This is an optimization exercise on Yosys and OpenROAD, whose aim is small area, a short achievable clock period and few clock cycles per item, not a production implementation.
No run shown here included a check of the RTL's function; only the layout flow was run.

==> design/flow/design.v <==
module qr_rs_decoder (
  input  wire         clk,
  input  wire         rst,
  input  wire         cmd_valid,
  output wire         cmd_ready,
  input  wire [7:0]   cmd_n,
  input  wire [4:0]   cmd_k,
  input  wire         in_valid,
  output wire         in_ready,
  input  wire [7:0]   in_data,
  output reg          res_valid,
  output reg  [1:0]   res_err,
  output reg  [2:0]   res_sub,
  output reg  [3:0]   res_nerr,
  output wire [119:0] res_eloc,
  output wire [119:0] res_emag
);
  localparam KMAX = 30;
  function [7:0] gf_mul(input [7:0] a, input [7:0] b);
    integer i;
    reg [7:0] p, x;
    begin
      p = 8'h00;
      x = a;
      for (i = 0; i < 8; i = i + 1) begin
        if (b[i]) p = p ^ x;
        x = {x[6:0], 1'b0} ^ (x[7] ? 8'h1D : 8'h00);
      end
      gf_mul = p;
    end
  endfunction
  function [7:0] alpha_pow(input integer e);
    integer i;
    reg [7:0] x;
    begin
      x = 8'h01;
      for (i = 0; i < e; i = i + 1)
        x = {x[6:0], 1'b0} ^ (x[7] ? 8'h1D : 8'h00);
      alpha_pow = x;
    end
  endfunction
  function [7:0] gf_inv(input [7:0] a);
    begin
      case (a)
      8'h00: gf_inv = 8'h00;
      8'h01: gf_inv = 8'h01;
      8'h02: gf_inv = 8'h8E;
      8'h03: gf_inv = 8'hF4;
      8'h04: gf_inv = 8'h47;
      8'h05: gf_inv = 8'hA7;
      8'h06: gf_inv = 8'h7A;
      8'h07: gf_inv = 8'hBA;
      8'h08: gf_inv = 8'hAD;
      8'h09: gf_inv = 8'h9D;
      8'h0A: gf_inv = 8'hDD;
      8'h0B: gf_inv = 8'h98;
      8'h0C: gf_inv = 8'h3D;
      8'h0D: gf_inv = 8'hAA;
      8'h0E: gf_inv = 8'h5D;
      8'h0F: gf_inv = 8'h96;
      8'h10: gf_inv = 8'hD8;
      8'h11: gf_inv = 8'h72;
      8'h12: gf_inv = 8'hC0;
      8'h13: gf_inv = 8'h58;
      8'h14: gf_inv = 8'hE0;
      8'h15: gf_inv = 8'h3E;
      8'h16: gf_inv = 8'h4C;
      8'h17: gf_inv = 8'h66;
      8'h18: gf_inv = 8'h90;
      8'h19: gf_inv = 8'hDE;
      8'h1A: gf_inv = 8'h55;
      8'h1B: gf_inv = 8'h80;
      8'h1C: gf_inv = 8'hA0;
      8'h1D: gf_inv = 8'h83;
      8'h1E: gf_inv = 8'h4B;
      8'h1F: gf_inv = 8'h2A;
      8'h20: gf_inv = 8'h6C;
      8'h21: gf_inv = 8'hED;
      8'h22: gf_inv = 8'h39;
      8'h23: gf_inv = 8'h51;
      8'h24: gf_inv = 8'h60;
      8'h25: gf_inv = 8'h56;
      8'h26: gf_inv = 8'h2C;
      8'h27: gf_inv = 8'h8A;
      8'h28: gf_inv = 8'h70;
      8'h29: gf_inv = 8'hD0;
      8'h2A: gf_inv = 8'h1F;
      8'h2B: gf_inv = 8'h4A;
      8'h2C: gf_inv = 8'h26;
      8'h2D: gf_inv = 8'h8B;
      8'h2E: gf_inv = 8'h33;
      8'h2F: gf_inv = 8'h6E;
      8'h30: gf_inv = 8'h48;
      8'h31: gf_inv = 8'h89;
      8'h32: gf_inv = 8'h6F;
      8'h33: gf_inv = 8'h2E;
      8'h34: gf_inv = 8'hA4;
      8'h35: gf_inv = 8'hC3;
      8'h36: gf_inv = 8'h40;
      8'h37: gf_inv = 8'h5E;
      8'h38: gf_inv = 8'h50;
      8'h39: gf_inv = 8'h22;
      8'h3A: gf_inv = 8'hCF;
      8'h3B: gf_inv = 8'hA9;
      8'h3C: gf_inv = 8'hAB;
      8'h3D: gf_inv = 8'h0C;
      8'h3E: gf_inv = 8'h15;
      8'h3F: gf_inv = 8'hE1;
      8'h40: gf_inv = 8'h36;
      8'h41: gf_inv = 8'h5F;
      8'h42: gf_inv = 8'hF8;
      8'h43: gf_inv = 8'hD5;
      8'h44: gf_inv = 8'h92;
      8'h45: gf_inv = 8'h4E;
      8'h46: gf_inv = 8'hA6;
      8'h47: gf_inv = 8'h04;
      8'h48: gf_inv = 8'h30;
      8'h49: gf_inv = 8'h88;
      8'h4A: gf_inv = 8'h2B;
      8'h4B: gf_inv = 8'h1E;
      8'h4C: gf_inv = 8'h16;
      8'h4D: gf_inv = 8'h67;
      8'h4E: gf_inv = 8'h45;
      8'h4F: gf_inv = 8'h93;
      8'h50: gf_inv = 8'h38;
      8'h51: gf_inv = 8'h23;
      8'h52: gf_inv = 8'h68;
      8'h53: gf_inv = 8'h8C;
      8'h54: gf_inv = 8'h81;
      8'h55: gf_inv = 8'h1A;
      8'h56: gf_inv = 8'h25;
      8'h57: gf_inv = 8'h61;
      8'h58: gf_inv = 8'h13;
      8'h59: gf_inv = 8'hC1;
      8'h5A: gf_inv = 8'hCB;
      8'h5B: gf_inv = 8'h63;
      8'h5C: gf_inv = 8'h97;
      8'h5D: gf_inv = 8'h0E;
      8'h5E: gf_inv = 8'h37;
      8'h5F: gf_inv = 8'h41;
      8'h60: gf_inv = 8'h24;
      8'h61: gf_inv = 8'h57;
      8'h62: gf_inv = 8'hCA;
      8'h63: gf_inv = 8'h5B;
      8'h64: gf_inv = 8'hB9;
      8'h65: gf_inv = 8'hC4;
      8'h66: gf_inv = 8'h17;
      8'h67: gf_inv = 8'h4D;
      8'h68: gf_inv = 8'h52;
      8'h69: gf_inv = 8'h8D;
      8'h6A: gf_inv = 8'hEF;
      8'h6B: gf_inv = 8'hB3;
      8'h6C: gf_inv = 8'h20;
      8'h6D: gf_inv = 8'hEC;
      8'h6E: gf_inv = 8'h2F;
      8'h6F: gf_inv = 8'h32;
      8'h70: gf_inv = 8'h28;
      8'h71: gf_inv = 8'hD1;
      8'h72: gf_inv = 8'h11;
      8'h73: gf_inv = 8'hD9;
      8'h74: gf_inv = 8'hE9;
      8'h75: gf_inv = 8'hFB;
      8'h76: gf_inv = 8'hDA;
      8'h77: gf_inv = 8'h79;
      8'h78: gf_inv = 8'hDB;
      8'h79: gf_inv = 8'h77;
      8'h7A: gf_inv = 8'h06;
      8'h7B: gf_inv = 8'hBB;
      8'h7C: gf_inv = 8'h84;
      8'h7D: gf_inv = 8'hCD;
      8'h7E: gf_inv = 8'hFE;
      8'h7F: gf_inv = 8'hFC;
      8'h80: gf_inv = 8'h1B;
      8'h81: gf_inv = 8'h54;
      8'h82: gf_inv = 8'hA1;
      8'h83: gf_inv = 8'h1D;
      8'h84: gf_inv = 8'h7C;
      8'h85: gf_inv = 8'hCC;
      8'h86: gf_inv = 8'hE4;
      8'h87: gf_inv = 8'hB0;
      8'h88: gf_inv = 8'h49;
      8'h89: gf_inv = 8'h31;
      8'h8A: gf_inv = 8'h27;
      8'h8B: gf_inv = 8'h2D;
      8'h8C: gf_inv = 8'h53;
      8'h8D: gf_inv = 8'h69;
      8'h8E: gf_inv = 8'h02;
      8'h8F: gf_inv = 8'hF5;
      8'h90: gf_inv = 8'h18;
      8'h91: gf_inv = 8'hDF;
      8'h92: gf_inv = 8'h44;
      8'h93: gf_inv = 8'h4F;
      8'h94: gf_inv = 8'h9B;
      8'h95: gf_inv = 8'hBC;
      8'h96: gf_inv = 8'h0F;
      8'h97: gf_inv = 8'h5C;
      8'h98: gf_inv = 8'h0B;
      8'h99: gf_inv = 8'hDC;
      8'h9A: gf_inv = 8'hBD;
      8'h9B: gf_inv = 8'h94;
      8'h9C: gf_inv = 8'hAC;
      8'h9D: gf_inv = 8'h09;
      8'h9E: gf_inv = 8'hC7;
      8'h9F: gf_inv = 8'hA2;
      8'hA0: gf_inv = 8'h1C;
      8'hA1: gf_inv = 8'h82;
      8'hA2: gf_inv = 8'h9F;
      8'hA3: gf_inv = 8'hC6;
      8'hA4: gf_inv = 8'h34;
      8'hA5: gf_inv = 8'hC2;
      8'hA6: gf_inv = 8'h46;
      8'hA7: gf_inv = 8'h05;
      8'hA8: gf_inv = 8'hCE;
      8'hA9: gf_inv = 8'h3B;
      8'hAA: gf_inv = 8'h0D;
      8'hAB: gf_inv = 8'h3C;
      8'hAC: gf_inv = 8'h9C;
      8'hAD: gf_inv = 8'h08;
      8'hAE: gf_inv = 8'hBE;
      8'hAF: gf_inv = 8'hB7;
      8'hB0: gf_inv = 8'h87;
      8'hB1: gf_inv = 8'hE5;
      8'hB2: gf_inv = 8'hEE;
      8'hB3: gf_inv = 8'h6B;
      8'hB4: gf_inv = 8'hEB;
      8'hB5: gf_inv = 8'hF2;
      8'hB6: gf_inv = 8'hBF;
      8'hB7: gf_inv = 8'hAF;
      8'hB8: gf_inv = 8'hC5;
      8'hB9: gf_inv = 8'h64;
      8'hBA: gf_inv = 8'h07;
      8'hBB: gf_inv = 8'h7B;
      8'hBC: gf_inv = 8'h95;
      8'hBD: gf_inv = 8'h9A;
      8'hBE: gf_inv = 8'hAE;
      8'hBF: gf_inv = 8'hB6;
      8'hC0: gf_inv = 8'h12;
      8'hC1: gf_inv = 8'h59;
      8'hC2: gf_inv = 8'hA5;
      8'hC3: gf_inv = 8'h35;
      8'hC4: gf_inv = 8'h65;
      8'hC5: gf_inv = 8'hB8;
      8'hC6: gf_inv = 8'hA3;
      8'hC7: gf_inv = 8'h9E;
      8'hC8: gf_inv = 8'hD2;
      8'hC9: gf_inv = 8'hF7;
      8'hCA: gf_inv = 8'h62;
      8'hCB: gf_inv = 8'h5A;
      8'hCC: gf_inv = 8'h85;
      8'hCD: gf_inv = 8'h7D;
      8'hCE: gf_inv = 8'hA8;
      8'hCF: gf_inv = 8'h3A;
      8'hD0: gf_inv = 8'h29;
      8'hD1: gf_inv = 8'h71;
      8'hD2: gf_inv = 8'hC8;
      8'hD3: gf_inv = 8'hF6;
      8'hD4: gf_inv = 8'hF9;
      8'hD5: gf_inv = 8'h43;
      8'hD6: gf_inv = 8'hD7;
      8'hD7: gf_inv = 8'hD6;
      8'hD8: gf_inv = 8'h10;
      8'hD9: gf_inv = 8'h73;
      8'hDA: gf_inv = 8'h76;
      8'hDB: gf_inv = 8'h78;
      8'hDC: gf_inv = 8'h99;
      8'hDD: gf_inv = 8'h0A;
      8'hDE: gf_inv = 8'h19;
      8'hDF: gf_inv = 8'h91;
      8'hE0: gf_inv = 8'h14;
      8'hE1: gf_inv = 8'h3F;
      8'hE2: gf_inv = 8'hE6;
      8'hE3: gf_inv = 8'hF0;
      8'hE4: gf_inv = 8'h86;
      8'hE5: gf_inv = 8'hB1;
      8'hE6: gf_inv = 8'hE2;
      8'hE7: gf_inv = 8'hF1;
      8'hE8: gf_inv = 8'hFA;
      8'hE9: gf_inv = 8'h74;
      8'hEA: gf_inv = 8'hF3;
      8'hEB: gf_inv = 8'hB4;
      8'hEC: gf_inv = 8'h6D;
      8'hED: gf_inv = 8'h21;
      8'hEE: gf_inv = 8'hB2;
      8'hEF: gf_inv = 8'h6A;
      8'hF0: gf_inv = 8'hE3;
      8'hF1: gf_inv = 8'hE7;
      8'hF2: gf_inv = 8'hB5;
      8'hF3: gf_inv = 8'hEA;
      8'hF4: gf_inv = 8'h03;
      8'hF5: gf_inv = 8'h8F;
      8'hF6: gf_inv = 8'hD3;
      8'hF7: gf_inv = 8'hC9;
      8'hF8: gf_inv = 8'h42;
      8'hF9: gf_inv = 8'hD4;
      8'hFA: gf_inv = 8'hE8;
      8'hFB: gf_inv = 8'h75;
      8'hFC: gf_inv = 8'h7F;
      8'hFD: gf_inv = 8'hFF;
      8'hFE: gf_inv = 8'h7E;
      8'hFF: gf_inv = 8'hFD;
        default: gf_inv = 8'h00;
      endcase
    end
  endfunction
  integer i, j;
  reg       cr;
  reg       pv;
  reg [7:0] pn;
  reg [4:0] pk;
  assign cmd_ready = cr;
  wire cmd_acc = cmd_valid & cr;
  wire p_param = (pn == 8'd0) || ({3'b000, pk} > pn) || (pk > KMAX);
  reg       ir;
  reg       av, aparam, afirst, alast;
  reg [7:0] an, arem;
  reg [4:0] ak;
  assign in_ready = ir;
  wire in_acc = in_valid & ir;
  reg       dv, dfirst, dlast;
  reg [7:0] dd, dn;
  reg [4:0] dk;
  reg [7:0] syn [0:KMAX-1];
  reg       s1_full, s1_param;
  reg [7:0] s1_n;
  reg [4:0] s1_k;
  localparam [1:0] E_IDLE = 2'd0, E_TEST = 2'd1, E_DIV = 2'd2, E_END = 2'd3;
  localparam [2:0] K_CHIEN = 3'd0, K_PARAM = 3'd1, K_SYNZ = 3'd2, K_SUB3 = 3'd3, K_SUB5 = 3'd4;
  reg [1:0] es;
  reg [7:0] R [0:KMAX];
  reg [7:0] Q [0:KMAX];
  reg [7:0] U [0:15];
  reg [7:0] V [0:15];
  reg [4:0] lb;         
  reg [4:0] d, z;
  reg [7:0] invq;
  reg       first, looped;
  reg [7:0] n2;
  reg [4:0] k2;
  reg [2:0] kind2;
  localparam [1:0] C_IDLE = 2'd0, C_RUN = 2'd1, C_FL1 = 2'd2, C_FL2 = 2'd3;
  reg [1:0] cs;
  reg [7:0] sg [0:15];
  reg [7:0] om [0:14];
  reg [7:0] pos;
  reg [3:0] degs;
  reg [4:0] rcnt;
  reg       den0;
  reg       a3v, a3root;
  reg [7:0] a3so, a3wo, a3pos;
  reg       b3v;
  reg [3:0] b3idx;
  reg [7:0] b3inv, b3wo;
  reg [7:0] eloc [0:14];
  reg [7:0] emag [0:14];
  genvar g;
  generate
    for (g = 0; g < 15; g = g + 1) begin : g_out
      assign res_eloc[8*g +: 8] = eloc[g];
      assign res_emag[8*g +: 8] = emag[g];
    end
  endgenerate
  wire s3_idle   = (cs == C_IDLE);
  wire s2_take   = (es == E_IDLE) & s1_full;
  wire s3_take   = (es == E_END) & s3_idle;
  wire s2_idle_n = ((es == E_IDLE) & !s1_full) | s3_take;
  wire a_param_go  = av & aparam & !s1_full & !dv;
  wire a_byte_done = in_acc & alast;
  wire a_free      = !av | a_byte_done | a_param_go;
  wire a_take      = a_free & pv;
  wire av_n        = a_take | (av & !a_free);
  wire aparam_n    = a_take ? p_param : aparam;
  wire afirst_n    = a_take | (afirst & !in_acc);
  always @(posedge clk) begin
    if (rst) begin
      cr <= 1'b1;
      pv <= 1'b0;
      av <= 1'b0;
      ir <= 1'b0;
      dv <= 1'b0;
    end else begin
      if (cmd_acc) begin
        pn <= cmd_n;
        pk <= cmd_k;
      end
      pv <= cmd_acc | (pv & !a_take);
      cr <= !(cmd_acc | (pv & !a_take));
      if (a_take) begin
        av     <= 1'b1;
        an     <= pn;
        ak     <= pk;
        aparam <= p_param;
        arem   <= pn;
        afirst <= 1'b1;
        alast  <= (pn == 8'd1);
      end else if (a_free) begin
        av <= 1'b0;
      end else if (in_acc) begin
        arem   <= arem - 8'd1;
        afirst <= 1'b0;
        alast  <= (arem == 8'd2);
      end
      ir <= av_n & !aparam_n & (!afirst_n | s2_idle_n);
      dv <= in_acc;
    end
    dd     <= in_data;
    dfirst <= afirst;
    dlast  <= alast;
    dn     <= an;
    dk     <= ak;
  end
  always @(posedge clk) begin
    if (dv)
      for (i = 0; i < KMAX; i = i + 1)
        syn[i] <= (gf_mul(syn[i], alpha_pow(i)) & {8{!dfirst}}) ^ dd;
  end
  always @(posedge clk) begin
    if (rst) begin
      s1_full <= 1'b0;
    end else begin
      if (s2_take) s1_full <= 1'b0;
      if (dv && dlast) begin
        s1_full  <= 1'b1;
        s1_param <= 1'b0;
        s1_n     <= dn;
        s1_k     <= dk;
      end
      if (a_param_go) begin
        s1_full  <= 1'b1;
        s1_param <= 1'b1;
      end
    end
  end
  wire [7:0] lead = R[lb];
  wire [4:0] hk = (k2 + 5'd1) >> 1;       
  reg        anynz, hi;
  always @* begin
    anynz = 1'b0;
    hi    = 1'b0;
    for (j = 0; j <= KMAX; j = j + 1) begin
      if (R[j] != 8'h00) begin
        anynz = 1'b1;
        if (j >= hk) hi = 1'b1;
      end
    end
  end
  wire [7:0] sc = first ? invq : lead;
  reg  [7:0] mq [0:KMAX];
  reg  [7:0] mv [0:15];
  always @* begin
    for (j = 0; j <= KMAX; j = j + 1) mq[j] = gf_mul(sc, Q[j]);
    for (j = 0; j < 16; j = j + 1)    mv[j] = gf_mul(sc, V[j]);
  end
  always @(posedge clk) begin
    if (rst) begin
      es <= E_IDLE;
    end else begin
      case (es)
        E_IDLE: begin
          if (s1_full) begin
            n2 <= s1_n;
            k2 <= s1_k;
            if (s1_param) begin
              kind2 <= K_PARAM;
              es    <= E_END;
            end else begin
              for (j = 0; j <= KMAX; j = j + 1) begin
                R[j] <= (j < KMAX && j < s1_k) ? syn[j] : 8'h00;
                Q[j] <= (j == s1_k) ? 8'h01 : 8'h00;
              end
              for (j = 0; j < 16; j = j + 1) begin
                U[j] <= (j == 0) ? 8'h01 : 8'h00;
                V[j] <= 8'h00;
              end
              lb     <= s1_k - 5'd1;
              z      <= 5'd0;
              looped <= 1'b0;
              es     <= E_TEST;
            end
          end
        end
        E_TEST: begin
          if (!looped && !anynz) begin
            kind2 <= K_SYNZ;
            es    <= E_END;
          end else if (!hi) begin
            kind2 <= !looped ? K_SUB5 : (U[0] == 8'h00) ? K_SUB3 : K_CHIEN;
            es    <= E_END;
          end else if (lead == 8'h00) begin
            for (j = 0; j <= KMAX; j = j + 1) R[j] <= (j > 0) ? R[j-1] : 8'h00;
            for (j = 0; j < 16; j = j + 1)    U[j] <= (j > 0) ? U[j-1] : 8'h00;
            z <= z + 5'd1;
          end else begin
            for (j = 0; j <= KMAX; j = j + 1) begin
              R[j] <= Q[j];
              Q[j] <= (j > 0) ? R[j-1] : 8'h00;
            end
            for (j = 0; j < 16; j = j + 1) begin
              U[j] <= V[j];
              V[j] <= (j > 0) ? U[j-1] : 8'h00;
            end
            invq   <= gf_inv(lead);
            d      <= z + 5'd1;
            z      <= 5'd0;
            lb     <= lb + 5'd1;
            first  <= 1'b1;
            looped <= 1'b1;
            es     <= E_DIV;
          end
        end
        E_DIV: begin
          for (j = 0; j <= KMAX; j = j + 1) R[j] <= R[j] ^ mq[j];
          for (j = 0; j < 16; j = j + 1)    U[j] <= U[j] ^ mv[j];
          if (d != 5'd0) begin
            for (j = 0; j <= KMAX; j = j + 1)
              Q[j] <= (j < KMAX) ? (first ? mq[j+1] : Q[j+1]) : 8'h00;
            for (j = 0; j < 16; j = j + 1)
              V[j] <= (j < 15) ? (first ? mv[j+1] : V[j+1]) : 8'h00;
          end else if (first) begin
            for (j = 0; j <= KMAX; j = j + 1) Q[j] <= mq[j];
            for (j = 0; j < 16; j = j + 1)    V[j] <= mv[j];
          end
          first <= 1'b0;
          lb    <= lb - 5'd1;
          d     <= d - 5'd1;
          if (d == 5'd0) es <= E_TEST;
        end
        E_END: begin
          if (s3_idle) es <= E_IDLE;
        end
      endcase
    end
  end
  reg [7:0] ssum, sodd, wsum;
  always @* begin
    ssum = 8'h00;
    sodd = 8'h00;
    wsum = 8'h00;
    for (j = 0; j < 16; j = j + 1) begin
      ssum = ssum ^ sg[j];
      if (j % 2 == 1) sodd = sodd ^ sg[j];
    end
    for (j = 0; j < 15; j = j + 1) wsum = wsum ^ om[j];
  end
  always @(posedge clk) begin
    if (rst) begin
      cs        <= C_IDLE;
      res_valid <= 1'b0;
      a3v       <= 1'b0;
      b3v       <= 1'b0;
    end else begin
      res_valid <= 1'b0;
      a3v       <= 1'b0;
      b3v       <= 1'b0;
      case (cs)
        C_IDLE: begin
          if (s3_take) begin
            if (kind2 == K_CHIEN) begin
              for (j = 0; j < 16; j = j + 1) sg[j] <= U[j];
              for (j = 0; j < 15; j = j + 1) om[j] <= R[j];
              pos  <= n2 - 8'd1;
              degs <= k2[3:0] - lb[3:0] - 4'd1;
              rcnt <= 5'd0;
              den0 <= 1'b0;
              cs   <= C_RUN;
            end else begin
              res_valid <= 1'b1;
              res_nerr  <= 4'd0;
              case (kind2)
                K_PARAM: begin res_err <= 2'd1; res_sub <= 3'd1; end
                K_SUB3:  begin res_err <= 2'd2; res_sub <= 3'd3; end
                K_SUB5:  begin res_err <= 2'd2; res_sub <= 3'd5; end
                default: begin res_err <= 2'd0; res_sub <= 3'd0; end
              endcase
            end
          end
        end
        C_RUN: begin
          a3v    <= 1'b1;
          a3root <= (ssum == 8'h00);
          a3so   <= sodd;
          a3wo   <= wsum;
          a3pos  <= pos;
          for (j = 0; j < 16; j = j + 1) sg[j] <= gf_mul(sg[j], alpha_pow((255 - j) % 255));
          for (j = 0; j < 15; j = j + 1) om[j] <= gf_mul(om[j], alpha_pow((255 - j) % 255));
          pos <= pos - 8'd1;
          if (pos == 8'd0 || rcnt == {1'b0, degs}) cs <= C_FL1;
        end
        C_FL1: cs <= C_FL2;
        C_FL2: begin
          res_valid <= 1'b1;
          res_nerr  <= rcnt[3:0];
          if (rcnt != {1'b0, degs}) begin
            res_err <= 2'd2;
            res_sub <= 3'd4;
          end else if (den0) begin
            res_err <= 2'd2;
            res_sub <= 3'd6;
          end else begin
            res_err <= 2'd0;
            res_sub <= 3'd0;
          end
          cs <= C_IDLE;
        end
      endcase
      if (a3v && a3root && rcnt != {1'b0, degs}) begin
        eloc[rcnt[3:0]] <= a3pos;
        rcnt  <= rcnt + 5'd1;
        if (a3so == 8'h00) den0 <= 1'b1;
        b3v   <= 1'b1;
        b3idx <= rcnt[3:0];
        b3inv <= gf_inv(a3so);
        b3wo  <= a3wo;
      end
    end
    if (b3v) emag[b3idx] <= gf_mul(b3wo, b3inv);
  end
endmodule
==> design/flow/run.sh <==
#!/bin/bash
# synth_recipe.tcl (not shown) runs the flow's synth.tcl, then flattens the netlist and writes it again
# the make line also repeats each setting of config.mk as NAME=value (left out here)
make -C /OpenROAD-flow-scripts/flow DESIGN_CONFIG=/design/flow/config.mk WORK_HOME=/design/flow/orfs CLKGATE_MAP_FILE= SYNTH_SCRIPT=/design/flow/synth_recipe.tcl finish
==> design/flow/config.mk <==
export PLATFORM = sky130hd
export DESIGN_NAME = qr_rs_decoder
export DESIGN_NICKNAME = qr_rs_decoder
export VERILOG_FILES = /design/flow/design.v
export SDC_FILE = /design/flow/constraint.sdc
export NUM_CORES = 8
export LEC_CHECK = 0
export CAP_MARGIN = 20
export CORE_MARGIN = 2
export CORE_UTILIZATION = 20
export PLACE_DENSITY = 0.45
export SLEW_MARGIN = 20
==> design/flow/constraint.sdc <==
create_clock -name core_clock -period 12.0 [get_ports {clk}]
set_input_delay 2.4000 -clock core_clock [delete_from_list [all_inputs] [get_ports {clk}]]
set_output_delay 2.4000 -clock core_clock [all_outputs]
set_load 0.01 [all_outputs]
==> notes.md, run 1 <==
Die ar. between 700000 and 800000 um2; Final Cycle Share about 70%; all-layer global routing usage between 10% and 20%; Routed WL per cell approximately 30 um; Hold Crit Depth 0; Iteration-0 DRC Markers between 20000 and 25000; Fmax 0.116 GHz; syn_nets between 15000 and 20000; Slew Limit Fails 0; I/O Pins 277; Seq/Total Area, Yosys roughly a third; H-tree levels 4; Core Box Area 716000 um2; final WL approximately 760000 um; RSZ-0062 raised after global routing false; clk sinks 1680; required time worst endpoint around 13 ns; Routability Congestion approximately 1; CP Cell Sequence buf_4, nor2_1, buf_4, a22o_1, a2111oi_0, o2111ai_1, o21ai_4, nand2_8, xnor3_4, buf_4, nand2_1, xnor2_1, xnor2_1, xnor2_1, o21ai_0, o21a_1; Worst slew margin roughly 17%; Top FF cell, synth edfxtp_1; setup TNS 0 ns; first-pass GRT wire length approximately 1000000 um; Hold WC Path Type reg -> reg; top cells by area, synth edfxtp_1, xnor2_1, nand2_1, xor2_1, xnor3_1; DR pass1 iterations 7; area delta synth->final 13.8%; Worst R2R Path Depth 16; # DRC 0; Finished Layout Cells ~26000; initial antenna violation count between 80 and 90; commonest cells after routing, fill and taps aside nand2_1, xnor2_1, edfxtp_1; Final Hold Vio Count 0; CTS resizes 0; starting density of the core 20.1%; Worst-path clk slew 0.06 ns; Critical Path Stages 16; Ys Warns 10; final setup vio count 0; fraction of registers with async set/reset 0%; Max stage delay on crit path between 1 and 1.5 ns; Final Skew 0.127 ns; largest net degree at the start of global routing about 150; vias in the first global route between 100k and 150k; worst endpoint data arrival time a little over 9 ns; status no timing/DRC/antenna violations; Avg Vias per Cell between 5 and 6; Cell variety after synth roughly 110; Die H between 800 and 900 um; die width between 800 and 900 um; Post-Syn Instances ~16000; WP buf/inv 3; area leader, netlist edfxtp_1; R2R setup slack 3.40 ns; CTS tree done; Sequential Area between 50000 and 60000 um2; Placed Cells between 20000 and 30000; total of max-cap violations 0; Nets about 16000; Root Buffer clkbuf_16; Worst Path Max Fanout 75; Clk Latency, worst-skew pair between 1 and 1.5 ns; dpl cell area between 150000 and 200000 um2; TritonCTS Buffers 206; WS Path Type reg -> reg; grt ovf 0; Syn Std Cell Area approximately 140000 um2; Crit. End Element register; Fillers 77600; Synth Register Bits roughly 1700; Final min period 8.60 ns; Slew @ Worst Pin 1.25 ns; Port Buffers around 280; launching element type of the critical path register; final instance area between 150000 and 200000 um2; Post-CTS Setup Inserts 0; post-synth top area share 34.4%; Post-synth EDFFs 1644; # rows approximately 310; Syn Area/Cell 8.77 um2; CP max stage cell xnor3_4; clk buf depth 4; commonest non-fill, non-tap cell in the layout nand2_1; post-detail-place hpwl ~500000 um; Crit path max-delay family compound AO/OA/AOI/OAI gates; Hold Buf Count CTS 0; antenna-violating nets left 0; vias post-DR roughly 130k; footprint of the multi-input gates roughly 88000 um2; share of layout cells above drive strength 1 between 6 and 7%
[area by class of cell]
cell class	count	area share, %
timing repair buffer	725	3.93
multi-input combinational	13100	53.7
clock inverter	119	0.736
tap	9546	7.30
antenna	62	0.0949
sequential	1680	30.7
clock buffer	263	3.37
inverter	95	0.226
[stage by stage]
step	worst slack (ns)	hold WS [ns]	utilization, %
2_1_floorplan	0.546	0.323	-
3_3_place_gp	3.13	0.325	21.9
3_5_place_dp	3.80	0.327	21.9
4_1_cts	3.79	0.332	22.8
5_1_grt	3.40	0.339	22.8
6_report	3.40	0.333	22.8
[final timing paths]
path	from	to
worst max register to register	lb[2]	V[4][6]
worst min-delay path	an[2]	dn[2]
worst min register to register	an[2]	dn[2]
worst max-delay path	lb[2]	V[4][6]
[metal layers]
metal / up-vias / wire [um] / track usage, %
met5: - / 239 / 0
li1: 55200 / - / -
met2: 9508 / 318000 / 29.2
met4: 28 / 41100 / 9.22
met3: 1887 / 91900 / 5.63
met1: 65800 / 313000 / 27.1
[synthesized netlist by cell type, drive strengths merged, types with 70 or more instances]
master / count
nand2b: 70
a211oi: 92
clkbuf: 1123
mux2i: 268
buf: 398
edfxtp: 1644
o21a: 94
a221oi: 80
xnor3: 250
xnor2: 2712
inv: 83
nor2: 852
xor2: 1030
o21ai: 936
o211ai: 141
o22ai: 161
nand3: 267
a22oi: 179
nand2: 3497
nor4: 83
a21oi: 1005
nor3: 115
mux2: 179
[cell families (layout without fill, tap and decap cells)]
kind of cell,after synthesis,in the layout,share of synthesized area [%]
xor+xnor,4008,4008,27.1
compound gates,3295,3295,14.3
flops,1680,1680,34.9
simple gates,5257,5257,15.2
buf+inv,1616,1202,4.55
fa+ha+maj,66,66,0.580
mux,458,458,3.44
other cells,0,62,0
[registers in the layout, indices dropped and copies added (netlist names), 8 cells and up]
| register | count |
|---|---|
| invq | 8 |
| R | 248 |
| pn | 8 |
| arem | 8 |
| dn | 8 |
| V | 128 |
| a3wo | 8 |
| U | 128 |
| dd | 8 |
| om | 120 |
| eloc | 120 |
| s1_n | 8 |
| n2 | 8 |
| sg | 128 |
| pos | 8 |
| b3wo | 8 |
| emag | 120 |
| a3so | 8 |
| Q | 248 |
| b3inv | 8 |
| syn | 240 |
| an | 8 |
| a3pos | 8 |
==> run 2, diff against run 1 <==
--- a/design/flow/design.v
+++ b/design/flow/design.v
@@ -302,6 +302,25 @@
       endcase
     end
   endfunction
+  function [63:0] gf_expand(input [7:0] a);
+    integer m;
+    reg [7:0] x;
+    begin
+      x = a;
+      for (m = 0; m < 8; m = m + 1) begin
+        gf_expand[8*m +: 8] = x;
+        x = {x[6:0], 1'b0} ^ (x[7] ? 8'h1D : 8'h00);
+      end
+    end
+  endfunction
+  function [7:0] gf_mulx(input [63:0] ae, input [7:0] b);
+    integer m;
+    begin
+      gf_mulx = 8'h00;
+      for (m = 0; m < 8; m = m + 1)
+        if (b[m]) gf_mulx = gf_mulx ^ ae[8*m +: 8];
+    end
+  endfunction
   integer i, j;
   reg       cr;
   reg       pv;
@@ -323,20 +342,23 @@
   reg       s1_full, s1_param;
   reg [7:0] s1_n;
   reg [4:0] s1_k;
-  localparam [1:0] E_IDLE = 2'd0, E_TEST = 2'd1, E_DIV = 2'd2, E_END = 2'd3;
+  localparam [2:0] E_IDLE = 3'd0, E_TA = 3'd1, E_TB = 3'd2, E_DIV = 3'd3, E_END = 3'd4;
   localparam [2:0] K_CHIEN = 3'd0, K_PARAM = 3'd1, K_SYNZ = 3'd2, K_SUB3 = 3'd3, K_SUB5 = 3'd4;
-  reg [1:0] es;
-  reg [7:0] R [0:KMAX];
-  reg [7:0] Q [0:KMAX];
-  reg [7:0] U [0:15];
-  reg [7:0] V [0:15];
-  reg [4:0] lb;         
-  reg [4:0] d, z;
-  reg [7:0] invq;
-  reg       first, looped;
-  reg [7:0] n2;
-  reg [4:0] k2;
-  reg [2:0] kind2;
+  reg [2:0]  es;
+  reg [7:0]  R [0:KMAX];
+  reg [7:0]  Q [0:KMAX];
+  reg [7:0]  U [0:15];
+  reg [7:0]  V [0:15];
+  reg [4:0]  p;          
+  reg [30:0] ph;         
+  reg [4:0]  d, z;
+  reg [63:0] sce;        
+  reg        first, looped;
+  reg        t_hi, t_any, t_lz;
+  reg [7:0]  t_rp, t_r1, rpq, qpq;
+  reg [7:0]  n2;
+  reg [4:0]  k2;
+  reg [2:0]  kind2;
   localparam [1:0] C_IDLE = 2'd0, C_RUN = 2'd1, C_FL1 = 2'd2, C_FL2 = 2'd3;
   reg [1:0] cs;
   reg [7:0] sg [0:15];
@@ -378,30 +400,31 @@
       ir <= 1'b0;
       dv <= 1'b0;
     end else begin
-      if (cmd_acc) begin
-        pn <= cmd_n;
-        pk <= cmd_k;
-      end
       pv <= cmd_acc | (pv & !a_take);
       cr <= !(cmd_acc | (pv & !a_take));
-      if (a_take) begin
-        av     <= 1'b1;
-        an     <= pn;
-        ak     <= pk;
-        aparam <= p_param;
-        arem   <= pn;
-        afirst <= 1'b1;
-        alast  <= (pn == 8'd1);
-      end else if (a_free) begin
-        av <= 1'b0;
-      end else if (in_acc) begin
-        arem   <= arem - 8'd1;
-        afirst <= 1'b0;
-        alast  <= (arem == 8'd2);
-      end
+      if (a_take)      av <= 1'b1;
+      else if (a_free) av <= 1'b0;
       ir <= av_n & !aparam_n & (!afirst_n | s2_idle_n);
       dv <= in_acc;
     end
+  end
+  always @(posedge clk) begin
+    if (cr) begin
+      pn <= cmd_n;
+      pk <= cmd_k;
+    end
+    if (a_take) begin
+      an     <= pn;
+      ak     <= pk;
+      aparam <= p_param;
+      arem   <= pn;
+      afirst <= 1'b1;
+      alast  <= (pn == 8'd1);
+    end else if (in_acc) begin
+      arem   <= arem - 8'd1;
+      afirst <= 1'b0;
+      alast  <= (arem == 8'd2);
+    end
     dd     <= in_data;
     dfirst <= afirst;
     dlast  <= alast;
@@ -418,19 +441,30 @@
       s1_full <= 1'b0;
     end else begin
       if (s2_take) s1_full <= 1'b0;
-      if (dv && dlast) begin
-        s1_full  <= 1'b1;
-        s1_param <= 1'b0;
-        s1_n     <= dn;
-        s1_k     <= dk;
-      end
-      if (a_param_go) begin
-        s1_full  <= 1'b1;
-        s1_param <= 1'b1;
-      end
+      if (dv && dlast) s1_full <= 1'b1;
+      if (a_param_go)  s1_full <= 1'b1;
+    end
+  end
+  always @(posedge clk) begin
+    if (dv && dlast) begin
+      s1_param <= 1'b0;
+      s1_n     <= dn;
+      s1_k     <= dk;
+    end
+    if (a_param_go) s1_param <= 1'b1;
+  end
+  wire [30:0] phm = ph >> 1;
+  reg  [7:0]  ra, rb, qb;
+  always @* begin
+    ra = 8'h00;
+    rb = 8'h00;
+    qb = 8'h00;
+    for (j = 0; j <= KMAX; j = j + 1) begin
+      ra = ra | (R[j] & {8{ph[j]}});
+      rb = rb | (R[j] & {8{phm[j]}});
+      qb = qb | (Q[j] & {8{phm[j]}});
     end
   end
-  wire [7:0] lead = R[lb];
   wire [4:0] hk = (k2 + 5'd1) >> 1;       
   reg        anynz, hi;
   always @* begin
@@ -443,93 +477,100 @@
       end
     end
   end
-  wire [7:0] sc = first ? invq : lead;
   reg  [7:0] mq [0:KMAX];
   reg  [7:0] mv [0:15];
   always @* begin
-    for (j = 0; j <= KMAX; j = j + 1) mq[j] = gf_mul(sc, Q[j]);
-    for (j = 0; j < 16; j = j + 1)    mv[j] = gf_mul(sc, V[j]);
+    for (j = 0; j <= KMAX; j = j + 1) mq[j] = gf_mulx(sce, Q[j]);
+    for (j = 0; j < 16; j = j + 1)    mv[j] = gf_mulx(sce, V[j]);
   end
+  wire [7:0] sc_next  = rpq ^ gf_mulx(sce, qpq);
+  wire [7:0] rpq_next = rb ^ gf_mulx(sce, qb);
+  wire tb_end  = (!looped && !t_any) || !t_hi;
+  wire tb_norm = !tb_end && t_lz;
+  wire tb_swap = !tb_end && !t_lz;
   always @(posedge clk) begin
     if (rst) begin
       es <= E_IDLE;
     end else begin
       case (es)
-        E_IDLE: begin
-          if (s1_full) begin
-            n2 <= s1_n;
-            k2 <= s1_k;
-            if (s1_param) begin
-              kind2 <= K_PARAM;
-              es    <= E_END;
-            end else begin
-              for (j = 0; j <= KMAX; j = j + 1) begin
-                R[j] <= (j < KMAX && j < s1_k) ? syn[j] : 8'h00;
-                Q[j] <= (j == s1_k) ? 8'h01 : 8'h00;
-              end
-              for (j = 0; j < 16; j = j + 1) begin
-                U[j] <= (j == 0) ? 8'h01 : 8'h00;
-                V[j] <= 8'h00;
-              end
-              lb     <= s1_k - 5'd1;
-              z      <= 5'd0;
-              looped <= 1'b0;
-              es     <= E_TEST;
-            end
-          end
-        end
-        E_TEST: begin
-          if (!looped && !anynz) begin
-            kind2 <= K_SYNZ;
-            es    <= E_END;
-          end else if (!hi) begin
-            kind2 <= !looped ? K_SUB5 : (U[0] == 8'h00) ? K_SUB3 : K_CHIEN;
-            es    <= E_END;
-          end else if (lead == 8'h00) begin
-            for (j = 0; j <= KMAX; j = j + 1) R[j] <= (j > 0) ? R[j-1] : 8'h00;
-            for (j = 0; j < 16; j = j + 1)    U[j] <= (j > 0) ? U[j-1] : 8'h00;
-            z <= z + 5'd1;
-          end else begin
-            for (j = 0; j <= KMAX; j = j + 1) begin
-              R[j] <= Q[j];
-              Q[j] <= (j > 0) ? R[j-1] : 8'h00;
-            end
-            for (j = 0; j < 16; j = j + 1) begin
-              U[j] <= V[j];
-              V[j] <= (j > 0) ? U[j-1] : 8'h00;
-            end
-            invq   <= gf_inv(lead);
-            d      <= z + 5'd1;
-            z      <= 5'd0;
-            lb     <= lb + 5'd1;
-            first  <= 1'b1;
-            looped <= 1'b1;
-            es     <= E_DIV;
-          end
-        end
-        E_DIV: begin
-          for (j = 0; j <= KMAX; j = j + 1) R[j] <= R[j] ^ mq[j];
-          for (j = 0; j < 16; j = j + 1)    U[j] <= U[j] ^ mv[j];
-          if (d != 5'd0) begin
-            for (j = 0; j <= KMAX; j = j + 1)
-              Q[j] <= (j < KMAX) ? (first ? mq[j+1] : Q[j+1]) : 8'h00;
-            for (j = 0; j < 16; j = j + 1)
-              V[j] <= (j < 15) ? (first ? mv[j+1] : V[j+1]) : 8'h00;
-          end else if (first) begin
-            for (j = 0; j <= KMAX; j = j + 1) Q[j] <= mq[j];
-            for (j = 0; j < 16; j = j + 1)    V[j] <= mv[j];
-          end
-          first <= 1'b0;
-          lb    <= lb - 5'd1;
-          d     <= d - 5'd1;
-          if (d == 5'd0) es <= E_TEST;
-        end
-        E_END: begin
-          if (s3_idle) es <= E_IDLE;
-        end
+        E_IDLE: if (s1_full) es <= s1_param ? E_END : E_TA;
+        E_TA:   es <= E_TB;
+        E_TB:   es <= tb_end ? E_END : tb_norm ? E_TA : E_DIV;
+        E_DIV:  if (d == 5'd0) es <= E_TA;
+        E_END:  if (s3_idle) es <= E_IDLE;
+        default: es <= E_IDLE;
       endcase
     end
   end
+  always @(posedge clk) begin
+    for (j = 0; j <= KMAX; j = j + 1)
+      R[j] <= (es == E_IDLE) ? ((j < KMAX && j < s1_k) ? syn[j] : 8'h00) :
+              (es == E_TB && tb_swap) ? Q[j] :
+              (es == E_TB && tb_norm) ? ((j > 0) ? R[j-1] : 8'h00) :
+              R[j] ^ mq[j];
+    for (j = 0; j < 16; j = j + 1)
+      U[j] <= (es == E_IDLE) ? ((j == 0) ? 8'h01 : 8'h00) :
+              (es == E_TB && tb_swap) ? V[j] :
+              (es == E_TB && tb_norm) ? ((j > 0) ? U[j-1] : 8'h00) :
+              U[j] ^ mv[j];
+    if (es == E_IDLE) begin
+      for (j = 0; j <= KMAX; j = j + 1) Q[j] <= (j == s1_k) ? 8'h01 : 8'h00;
+      for (j = 0; j < 16; j = j + 1)    V[j] <= 8'h00;
+    end else if (es == E_TB && tb_swap) begin
+      for (j = 0; j <= KMAX; j = j + 1) Q[j] <= (j > 0) ? R[j-1] : 8'h00;
+      for (j = 0; j < 16; j = j + 1)    V[j] <= (j > 0) ? U[j-1] : 8'h00;
+    end else if (es == E_DIV && d != 5'd0) begin
+      for (j = 0; j <= KMAX; j = j + 1)
+        Q[j] <= (j < KMAX) ? (first ? mq[j+1] : Q[j+1]) : 8'h00;
+      for (j = 0; j < 16; j = j + 1)
+        V[j] <= (j < 15) ? (first ? mv[j+1] : V[j+1]) : 8'h00;
+    end
+    case (es)
+      E_IDLE: begin
+        n2     <= s1_n;
+        k2     <= s1_k;
+        kind2  <= K_PARAM;
+        p      <= s1_k - 5'd1;
+        for (j = 0; j <= KMAX; j = j + 1) ph[j] <= (j + 1 == s1_k);
+        z      <= 5'd0;
+        looped <= 1'b0;
+        sce    <= 64'd0;
+        qpq    <= 8'h00;
+      end
+      E_TA: begin
+        t_hi  <= hi;
+        t_any <= anynz;
+        t_lz  <= (ra == 8'h00);
+        t_rp  <= ra;
+        t_r1  <= rb;
+      end
+      E_TB: begin
+        kind2 <= (!looped && !t_any) ? K_SYNZ : !looped ? K_SUB5 : (U[0] == 8'h00) ? K_SUB3 : K_CHIEN;
+        if (tb_norm) z <= z + 5'd1;
+        if (tb_swap) begin
+          sce    <= gf_expand(gf_inv(t_rp));
+          rpq    <= qpq;      
+          qpq    <= t_r1;     
+          d      <= z + 5'd1;
+          z      <= 5'd0;
+          first  <= 1'b1;
+          looped <= 1'b1;
+        end
+      end
+      E_DIV: begin
+        first <= 1'b0;
+        sce   <= (d != 5'd0) ? gf_expand(sc_next) : 64'd0;
+        rpq   <= rpq_next;
+        if (first) qpq <= gf_mulx(sce, qpq);
+        d     <= d - 5'd1;
+        if (d != 5'd0) begin
+          p  <= p - 5'd1;
+          ph <= ph >> 1;
+        end
+      end
+      default: ;
+    endcase
+  end
   reg [7:0] ssum, sodd, wsum;
   always @* begin
     ssum = 8'h00;
@@ -541,6 +582,7 @@
     end
     for (j = 0; j < 15; j = j + 1) wsum = wsum ^ om[j];
   end
+  wire b3_go = a3v && a3root && rcnt != {1'b0, degs};
   always @(posedge clk) begin
     if (rst) begin
       cs        <= C_IDLE;
@@ -548,70 +590,66 @@
       a3v       <= 1'b0;
       b3v       <= 1'b0;
     end else begin
-      res_valid <= 1'b0;
-      a3v       <= 1'b0;
-      b3v       <= 1'b0;
+      res_valid <= (cs == C_IDLE && s3_take && kind2 != K_CHIEN) || cs == C_FL2;
+      a3v       <= (cs == C_RUN);
+      b3v       <= b3_go;
       case (cs)
-        C_IDLE: begin
-          if (s3_take) begin
-            if (kind2 == K_CHIEN) begin
-              for (j = 0; j < 16; j = j + 1) sg[j] <= U[j];
-              for (j = 0; j < 15; j = j + 1) om[j] <= R[j];
-              pos  <= n2 - 8'd1;
-              degs <= k2[3:0] - lb[3:0] - 4'd1;
-              rcnt <= 5'd0;
-              den0 <= 1'b0;
-              cs   <= C_RUN;
-            end else begin
-              res_valid <= 1'b1;
-              res_nerr  <= 4'd0;
-              case (kind2)
-                K_PARAM: begin res_err <= 2'd1; res_sub <= 3'd1; end
-                K_SUB3:  begin res_err <= 2'd2; res_sub <= 3'd3; end
-                K_SUB5:  begin res_err <= 2'd2; res_sub <= 3'd5; end
-                default: begin res_err <= 2'd0; res_sub <= 3'd0; end
-              endcase
-            end
-          end
-        end
-        C_RUN: begin
-          a3v    <= 1'b1;
-          a3root <= (ssum == 8'h00);
-          a3so   <= sodd;
-          a3wo   <= wsum;
-          a3pos  <= pos;
-          for (j = 0; j < 16; j = j + 1) sg[j] <= gf_mul(sg[j], alpha_pow((255 - j) % 255));
-          for (j = 0; j < 15; j = j + 1) om[j] <= gf_mul(om[j], alpha_pow((255 - j) % 255));
-          pos <= pos - 8'd1;
-          if (pos == 8'd0 || rcnt == {1'b0, degs}) cs <= C_FL1;
-        end
-        C_FL1: cs <= C_FL2;
-        C_FL2: begin
-          res_valid <= 1'b1;
-          res_nerr  <= rcnt[3:0];
-          if (rcnt != {1'b0, degs}) begin
-            res_err <= 2'd2;
-            res_sub <= 3'd4;
-          end else if (den0) begin
-            res_err <= 2'd2;
-            res_sub <= 3'd6;
-          end else begin
-            res_err <= 2'd0;
-            res_sub <= 3'd0;
-          end
-          cs <= C_IDLE;
-        end
+        C_IDLE: if (s3_take && kind2 == K_CHIEN) cs <= C_RUN;
+        C_RUN:  if (pos == 8'd0 || rcnt == {1'b0, degs}) cs <= C_FL1;
+        C_FL1:  cs <= C_FL2;
+        C_FL2:  cs <= C_IDLE;
       endcase
-      if (a3v && a3root && rcnt != {1'b0, degs}) begin
-        eloc[rcnt[3:0]] <= a3pos;
-        rcnt  <= rcnt + 5'd1;
-        if (a3so == 8'h00) den0 <= 1'b1;
-        b3v   <= 1'b1;
-        b3idx <= rcnt[3:0];
-        b3inv <= gf_inv(a3so);
-        b3wo  <= a3wo;
+    end
+  end
+  always @(posedge clk) begin
+    case (cs)
+      C_IDLE: begin
+        for (j = 0; j < 16; j = j + 1) sg[j] <= U[j];
+        for (j = 0; j < 15; j = j + 1) om[j] <= R[j];
+        pos      <= n2 - 8'd1;
+        degs     <= k2[3:0] - p[3:0] - 4'd1;
+        rcnt     <= 5'd0;
+        den0     <= 1'b0;
+        res_nerr <= 4'd0;
+        case (kind2)
+          K_PARAM: begin res_err <= 2'd1; res_sub <= 3'd1; end
+          K_SUB3:  begin res_err <= 2'd2; res_sub <= 3'd3; end
+          K_SUB5:  begin res_err <= 2'd2; res_sub <= 3'd5; end
+          default: begin res_err <= 2'd0; res_sub <= 3'd0; end
+        endcase
+      end
+      C_RUN: begin
+        for (j = 0; j < 16; j = j + 1) sg[j] <= gf_mul(sg[j], alpha_pow((255 - j) % 255));
+        for (j = 0; j < 15; j = j + 1) om[j] <= gf_mul(om[j], alpha_pow((255 - j) % 255));
+        pos <= pos - 8'd1;
+      end
+      C_FL2: begin
+        res_nerr <= rcnt[3:0];
+        if (rcnt != {1'b0, degs}) begin
+          res_err <= 2'd2;
+          res_sub <= 3'd4;
+        end else if (den0) begin
+          res_err <= 2'd2;
+          res_sub <= 3'd6;
+        end else begin
+          res_err <= 2'd0;
+          res_sub <= 3'd0;
+        end
       end
+      default: ;
+    endcase
+    a3root <= (ssum == 8'h00);
+    a3so   <= sodd;
+    a3wo   <= wsum;
+    a3pos  <= pos;
+    if (b3_go) begin
+      eloc[rcnt[3:0]] <= a3pos;
+      rcnt  <= rcnt + 5'd1;
+      if (a3so == 8'h00) den0 <= 1'b1;
     end
+    b3idx <= rcnt[3:0];
+    b3inv <= gf_inv(a3so);
+    b3wo  <= a3wo;
     if (b3v) emag[b3idx] <= gf_mul(b3wo, b3inv);
   end
 endmodule
--- a/design/flow/config.mk
+++ b/design/flow/config.mk
@@ -5,8 +5,8 @@
 export SDC_FILE = /design/flow/constraint.sdc
 export NUM_CORES = 8
 export LEC_CHECK = 0
-export CAP_MARGIN = 20
+export CAP_MARGIN = 50
 export CORE_MARGIN = 2
 export CORE_UTILIZATION = 20
 export PLACE_DENSITY = 0.45
-export SLEW_MARGIN = 20
+export SLEW_MARGIN = 70
==> notes.md, run 2 <==
Seq/Total Area, Yosys 34.7% (-0.20 points); post-synth top area share 25.9% (-8.5 points); starting density of the core 20.1% (about the same); R2R setup slack 6.91 ns (+3.51 ns); initial antenna violation count 51 (-38%); Finished Layout Cells 25900 (+1.4%); Die H 830 um (-2.5%); RSZ-0062 raised after global routing false; area delta synth->final 21.3%; Crit path max-delay family buffers and inverters; Avg Vias per Cell 4.83 (-6.7%); # rows 303 (-2.6%); Synth Register Bits 1775 (+5.7%); DR pass1 iterations 8 (+1); Final Skew 0.0559 ns (-0.0716 ns); Core Box Area 681000 um2 (-5.0%); all-layer global routing usage 18.5% (-1.4 points); # DRC 0 (unchanged); synth cell count leaders nand2_1, xnor2_1, xor2_1, clkbuf_1, o21ai_0; Root Buffer clkbuf_16; Final Cycle Share 42.5% (-29 points); Nets 16800 (+5.9%); Slew Limit Fails 0 (unchanged); I/O Pins 277 (unchanged); launching element type of the critical path register; WHS 0.314 ns (-0.0192 ns); die width 830 um (-2.5%); CP Cell Sequence buf_4, buf_4, a222oi_1, nand3_1, nor4_4, buf_4, buf_4, inv_2, a21boi_4, buf_4, buf_4, inv_4, ha_1, buf_4, inv_1, a21oi_1, a221o_1, o211ai_1, a31oi_1, nor4_1; Top Registers Q: 248 flops, R: 248 flops, syn: 240 flops; Syn Area/Cell 8.15 um2 (-7.1%); status no timing/DRC/antenna violations; commonest non-fill, non-tap cell in the layout nand2_1; Sequential Area 47600 um2 (-5.0%); setup TNS 0 ns (unchanged); share of layout cells above drive strength 1 12.9% (+5.9 points); CP most frequent cell buf_4; Slew @ Worst Pin 0.553 ns (-0.697 ns); Worst Setup SP ph[23]; CP max stage cell nor4_4; Final Hold Vio Count 0 (unchanged); Post-Syn Instances 16700 (+2.2%); WS Path Type reg -> reg; pre-CTS WS 7.16 ns (+3.37 ns); area leader, netlist edfxtp_1; TritonCTS Buffers 215 (+4.4%); Final min period 5.09 ns (-3.51 ns); Iteration-0 DRC Markers 15500 (-29%); RR Startpoint ph[23]; WP buf/inv 10 (+7); CTS resizes 0 (unchanged); Worst-path clk slew 0.07 ns (about the same); clk sinks 1775 (+5.7%); Fmax 0.196 GHz (+69%); total of max-cap violations 0 (unchanged); footprint of the multi-input gates 84700 um2 (-3.5%); largest net degree at the start of global routing 67 (-56%); Port Buffers 276 (unchanged); first-pass GRT wire length 940000 um (-9.9%); vias post-DR 125000 (-5.4%); fraction of registers with async set/reset 0% (unchanged); Crit. End Element register; H-tree levels 4 (unchanged); Critical Path Stages 20 (+4); Worst R2R Path Depth 20 (+4); post-detail-place hpwl 484000 um (-3.2%); Routability Congestion 1.06 (+6.1%); final setup vio count 0 (unchanged); Max stage delay on crit path 0.41 ns (-0.75 ns); top cells by area, synth edfxtp_1, xnor2_1, nand2_1, xor2_1, dfxtp_1; Finished Core Util 24.3% (+1.5 points); final instance area 165000 um2 (+1.2%); Post-synth EDFFs 1177 (-28%); vias in the first global route 118000 (-2.9%); Ys Warns 10 (unchanged); Hold WC Path Type reg -> reg; Cell variety after synth 91 (-18%); Syn Std Cell Area 136000 um2 (-5.0%); Fillers 73500 (-5.3%); Placed Cells 25500 (+1.4%); worst endpoint data arrival time 5.95 ns (-3.36 ns); commonest cells after routing, fill and taps aside nand2_1, xnor2_1, xor2_1; grt ovf 0 (unchanged); setup ws final 6.91 ns (+3.51 ns); syn_nets 16800 (+2.2%); Post-CTS Setup Inserts 0 (unchanged); Hold Buf Count CTS 0 (unchanged); final WL 670000 um (-12%); CTS tree done; Routed WL per cell 25.8 um (-14%); dpl cell area 157000 um2 (+0.40%); Worst Path Max Fanout 16 (-79%); clk buf depth 4 (unchanged); Worst slew margin 63.1% (+46 points); Top FF cell, synth edfxtp_1; Die ar. 689000 um2 (-5.0%); Clk Latency, worst-skew pair 0.99 ns (-0.05 ns); antenna-violating nets left 0 (unchanged); count leader, synth nand2_1; required time worst endpoint 12.85 ns (+0.14 ns)
-- run 2: cell types whose count changed after synthesis, moves of 392 or more --
cell      before   now
nand2_1     3495  4170
xor2_1      1030  1642
dfxtp_1       36   598
a22oi_1      179   674
edfxtp_1    1644  1177
a21oi_1     1004   600
o21ai_0      823  1215
-- run 2: logic make-up (layout without fill, tap and decap cells) --
logic type      after synthesis  count (layout)  share of synthesized area, %
fa+ha+maj                    62              62                         0.574
other cells                   0              24                             0
flops                      1775            1775                          34.7
compound gates             2935            2935                          13.0
mux                         191             191                          1.63
xor+xnor                   4554            4554                          29.3
buf+inv                    1671            1852                          4.72
simple gates               5554            5554                          16.1
-- run 2: area by class of cell --
class | instances | area share (%)
diodes | 24 | 0.0363
flip-flops and latches | 1775 | 28.8
clock inverters | 120 | 0.886
clock buffers | 285 | 3.59
multi-input cells | 13300 | 51.2
repair buffers | 1390 | 8.58
well taps | 8997 | 6.80
inverters | 57 | 0.145
-- run 2: worst min path at each step --
stage	start	end	depth (start not counted)
6_report	a3wo[0]	b3wo[0]	0
5_1_grt	a3wo[0]	b3wo[0]	0
4_1_cts	a3wo[0]	b3wo[0]	0
3_5_place_dp	a3wo[0]	b3wo[0]	0
3_3_place_gp	a3wo[0]	b3wo[0]	0
2_1_floorplan	a3wo[0]	b3wo[0]	0
-- run 2: metal layers --
layer,share of wire [%],track usage [%]
met5,0.018,0
met2,42,27.5
met3,9.8,4.26
met1,43,25.3
met4,5.6,8.65
==> run 3, diff against run 2 <==
--- a/design/flow/config.mk
+++ b/design/flow/config.mk
@@ -7,6 +7,6 @@
 export LEC_CHECK = 0
 export CAP_MARGIN = 50
 export CORE_MARGIN = 2
-export CORE_UTILIZATION = 20
-export PLACE_DENSITY = 0.45
+export CORE_UTILIZATION = 40
+export PLACE_DENSITY = 0.6
 export SLEW_MARGIN = 70
==> notes.md, run 3 <==
count leader, synth nand2_1; area delta synth->final 16.7%; # rows 214 (-29%); Final Skew 0.0832 ns (+0.0273 ns); CTS resizes 0 (unchanged); Final Hold Vio Count 0 (unchanged); required time worst endpoint 12.85 ns (about the same); Top FF cell, synth edfxtp_1; I/O Pins 277 (unchanged); TritonCTS Buffers 212 (-1.4%); Final Cycle Share 38.9% (-3.6 points); antenna-violating nets left 0 (unchanged); Fmax 0.214 GHz (+9.2%); commonest cells after routing, fill and taps aside nand2_1, xnor2_1, xor2_1; Worst Setup SP ph[22]; H-tree levels 4 (unchanged); fraction of registers with async set/reset 0% (unchanged); syn_nets 16800 (unchanged); Routed WL per cell 28.7 um (+11%); setup TNS 0 ns (unchanged); WS Path Type reg -> reg; post-detail-place hpwl 439000 um (-9.3%); final setup vio count 0 (unchanged); Core Box Area 340000 um2 (-50%); Hold Crit Depth 0 (unchanged); Hold Buf Count CTS 0 (unchanged); area leader, netlist edfxtp_1; status no timing/DRC/antenna violations; Post-CTS Setup Inserts 0 (unchanged); Ys Warns 10 (unchanged); clk sinks 1775 (unchanged); launching element type of the critical path register; Syn Area/Cell 8.15 um2 (unchanged); Crit. End Element register; Clk Latency, worst-skew pair 0.96 ns (-0.03 ns); all-layer global routing usage 34.2% (+16 points); Slew @ Worst Pin 0.557 ns (+0.00367 ns); first-pass GRT wire length 875000 um (-6.9%); Final min period 4.67 ns (-0.429 ns); DR pass1 iterations 7 (-1); Synth Register Bits 1775 (unchanged); grt ovf 0 (unchanged); clk buf depth 4 (unchanged); Die H 588 um (-29%); RR Startpoint ph[22]; vias post-DR 127000 (+1.2%); top cells by area, synth edfxtp_1, xnor2_1, nand2_1, xor2_1, dfxtp_1; largest net degree at the start of global routing 87 (+30%); R2R setup slack 7.33 ns (+0.43 ns); Top Registers Q: 248 flops, R: 248 flops, syn: 240 flops; total of max-cap violations 0 (unchanged); initial antenna violation count 60 (+18%); Slew Limit Fails 0 (unchanged); # DRC 0 (unchanged); Seq/Total Area, Yosys 34.7% (unchanged); Hold Startpoint a3wo[5]; die width 588 um (-29%); pre-CTS WS 7.53 ns (+0.371 ns); commonest non-fill, non-tap cell in the layout nand2_1; Post-Syn Instances 16700 (unchanged); share of layout cells above drive strength 1 12.5% (-0.36 points); RSZ-0062 raised after global routing false; Worst-path clk slew 0.06 ns (about the same); Worst slew margin 62.8% (-0.30 points); starting density of the core 40.2% (+20 points); Worst Path Max Fanout 25 (+9); Avg Vias per Cell 5.92 (+22%); Fillers 32300 (-56%); final WL 615000 um (-8.2%); Cell variety after synth 91 (unchanged); Port Buffers 276 (unchanged); synth cell count leaders nand2_1, xnor2_1, xor2_1, clkbuf_1, o21ai_0; CTS tree done; vias in the first global route 117000 (-0.51%); Syn Std Cell Area 136000 um2 (unchanged); Iteration-0 DRC Markers 17300 (+12%); post-synth top area share 25.9% (unchanged); Routability Congestion 1.09 (+3.4%); worst endpoint data arrival time 5.52 ns (-0.43 ns); Die ar. 346000 um2 (-50%); Worst R2R Path Depth 17 (-15%); Post-synth EDFFs 1177 (unchanged); Nets 16800 (-0.40%); Worst Hold Path EP b3wo[5]; Hold WC Path Type reg -> reg; setup ws final 7.33 ns (+0.429 ns); Root Buffer clkbuf_16
==> run 3: cell count changes in the layout (fill, tap and decap cells not counted), moves of 7 or more <==
cell	previous run	this run
buf_12	128	115
buf_4	446	397
buf_6	56	46
clkbuf_8	21	28
clkinvlp_4	6	15
diode_2	24	37
inv_6	12	5
==> run 3: per-stage QoR <==
stage               instance area [um2]  instances  hold slack, ns  utilization [%]
floorplan                        136000      16700           0.310                -
CTS                              158000      21400           0.326             46.5
global route                     159000      21400           0.330             46.8
global placement                 142000      20400           0.310             41.8
detailed placement               151000      21000           0.312             44.4
finish                           159000      21400           0.326             46.9
==> run 3: how the worst max path moves through the flow <==
stage / end / slack (ns)
6_report: register / 7.33
5_1_grt: register / 7.28
4_1_cts: cmd_ready / 7.45
3_5_place_dp: register / 7.53
3_3_place_gp: register / 6.37
2_1_floorplan: Q[0][0] / 4.22
==> run 3: worst max-delay path, stage by stage (launching register included) <==
cell and delay (ns):
edfxtp_1 0.38, buf_6 0.23, a22oi_1 0.48, nand4_1 0.24, nor4_4 0.27, clkbuf_2 0.24
buf_4 0.18, inv_2 0.06, a21boi_4 0.20, buf_4 0.21, inv_2 0.20, ha_1 0.40
buf_4 0.24, mux2i_2 0.36, o2111ai_1 0.18, a311oi_1 0.36, o31ai_1 0.13, o31a_1 0.12
==> run 3: cell families after synthesis <==
logic type / after synthesis / synth area share [%]
adder cells (fa/ha/maj): 62 / 0.574
AO/OA/AOI/OAI: 2935 / 13.0
multiplexers: 191 / 1.63
buffers and inverters: 1671 / 4.72
flip-flops: 1775 / 34.7
AND/OR/NAND/NOR: 5554 / 16.1
XOR/XNOR: 4554 / 29.3
==> run 3: metal layers <==
layer	track usage, %	share of wire (%)
met2	50.2	42
met1	44.7	39
met4	21.2	7.2
met5	0.0958	0.043
met3	8.98	12
==> run 3: layout make-up <==
cell class,count,area (um2),area share [%]
clock buffers,282,5890,3.70
repair buffers,1326,13600,8.52
flip-flops and latches,1775,47600,29.9
multi-input cells,13300,84700,53.2
clock inverters,117,1430,0.899
inverters,57,248,0.156
diodes,37,92.6,0.0581
well taps,4536,5680,3.56

## static timing again, ports no longer ideal
No port has a modelled driver above. Below, the same layouts with a new extraction and two added sets of constraints.
Step 1: set_driving_cell puts a clkbuf_16 on clk and a buf_2 on each other input, an assumption about the parent block.
Step 2 also shifts input and output timing later by t, the mid clock arrival at the registers, as if the neighbouring blocks saw the same clock.
Three values: ideal, step 1, step 2; two values: the first two.
run | t, ns | slack for setup (ns) | worst setup path at the end | clock arrival spread, ns | pins driven straight from the clock port
run 1 | 1.081 | 3.398 / 3.398 / 3.398 | register to register | 0.130 / 0.129 | 1
run 2 | 1.091 | 6.905 / 6.905 / 6.905 | register to register | 0.060 / 0.061 | 1
run 3 | 1.032 | 7.334 / 7.334 / 7.334 | register to register | 0.093 / 0.094 | 1
After both steps setup and hold are still met in every run listed.
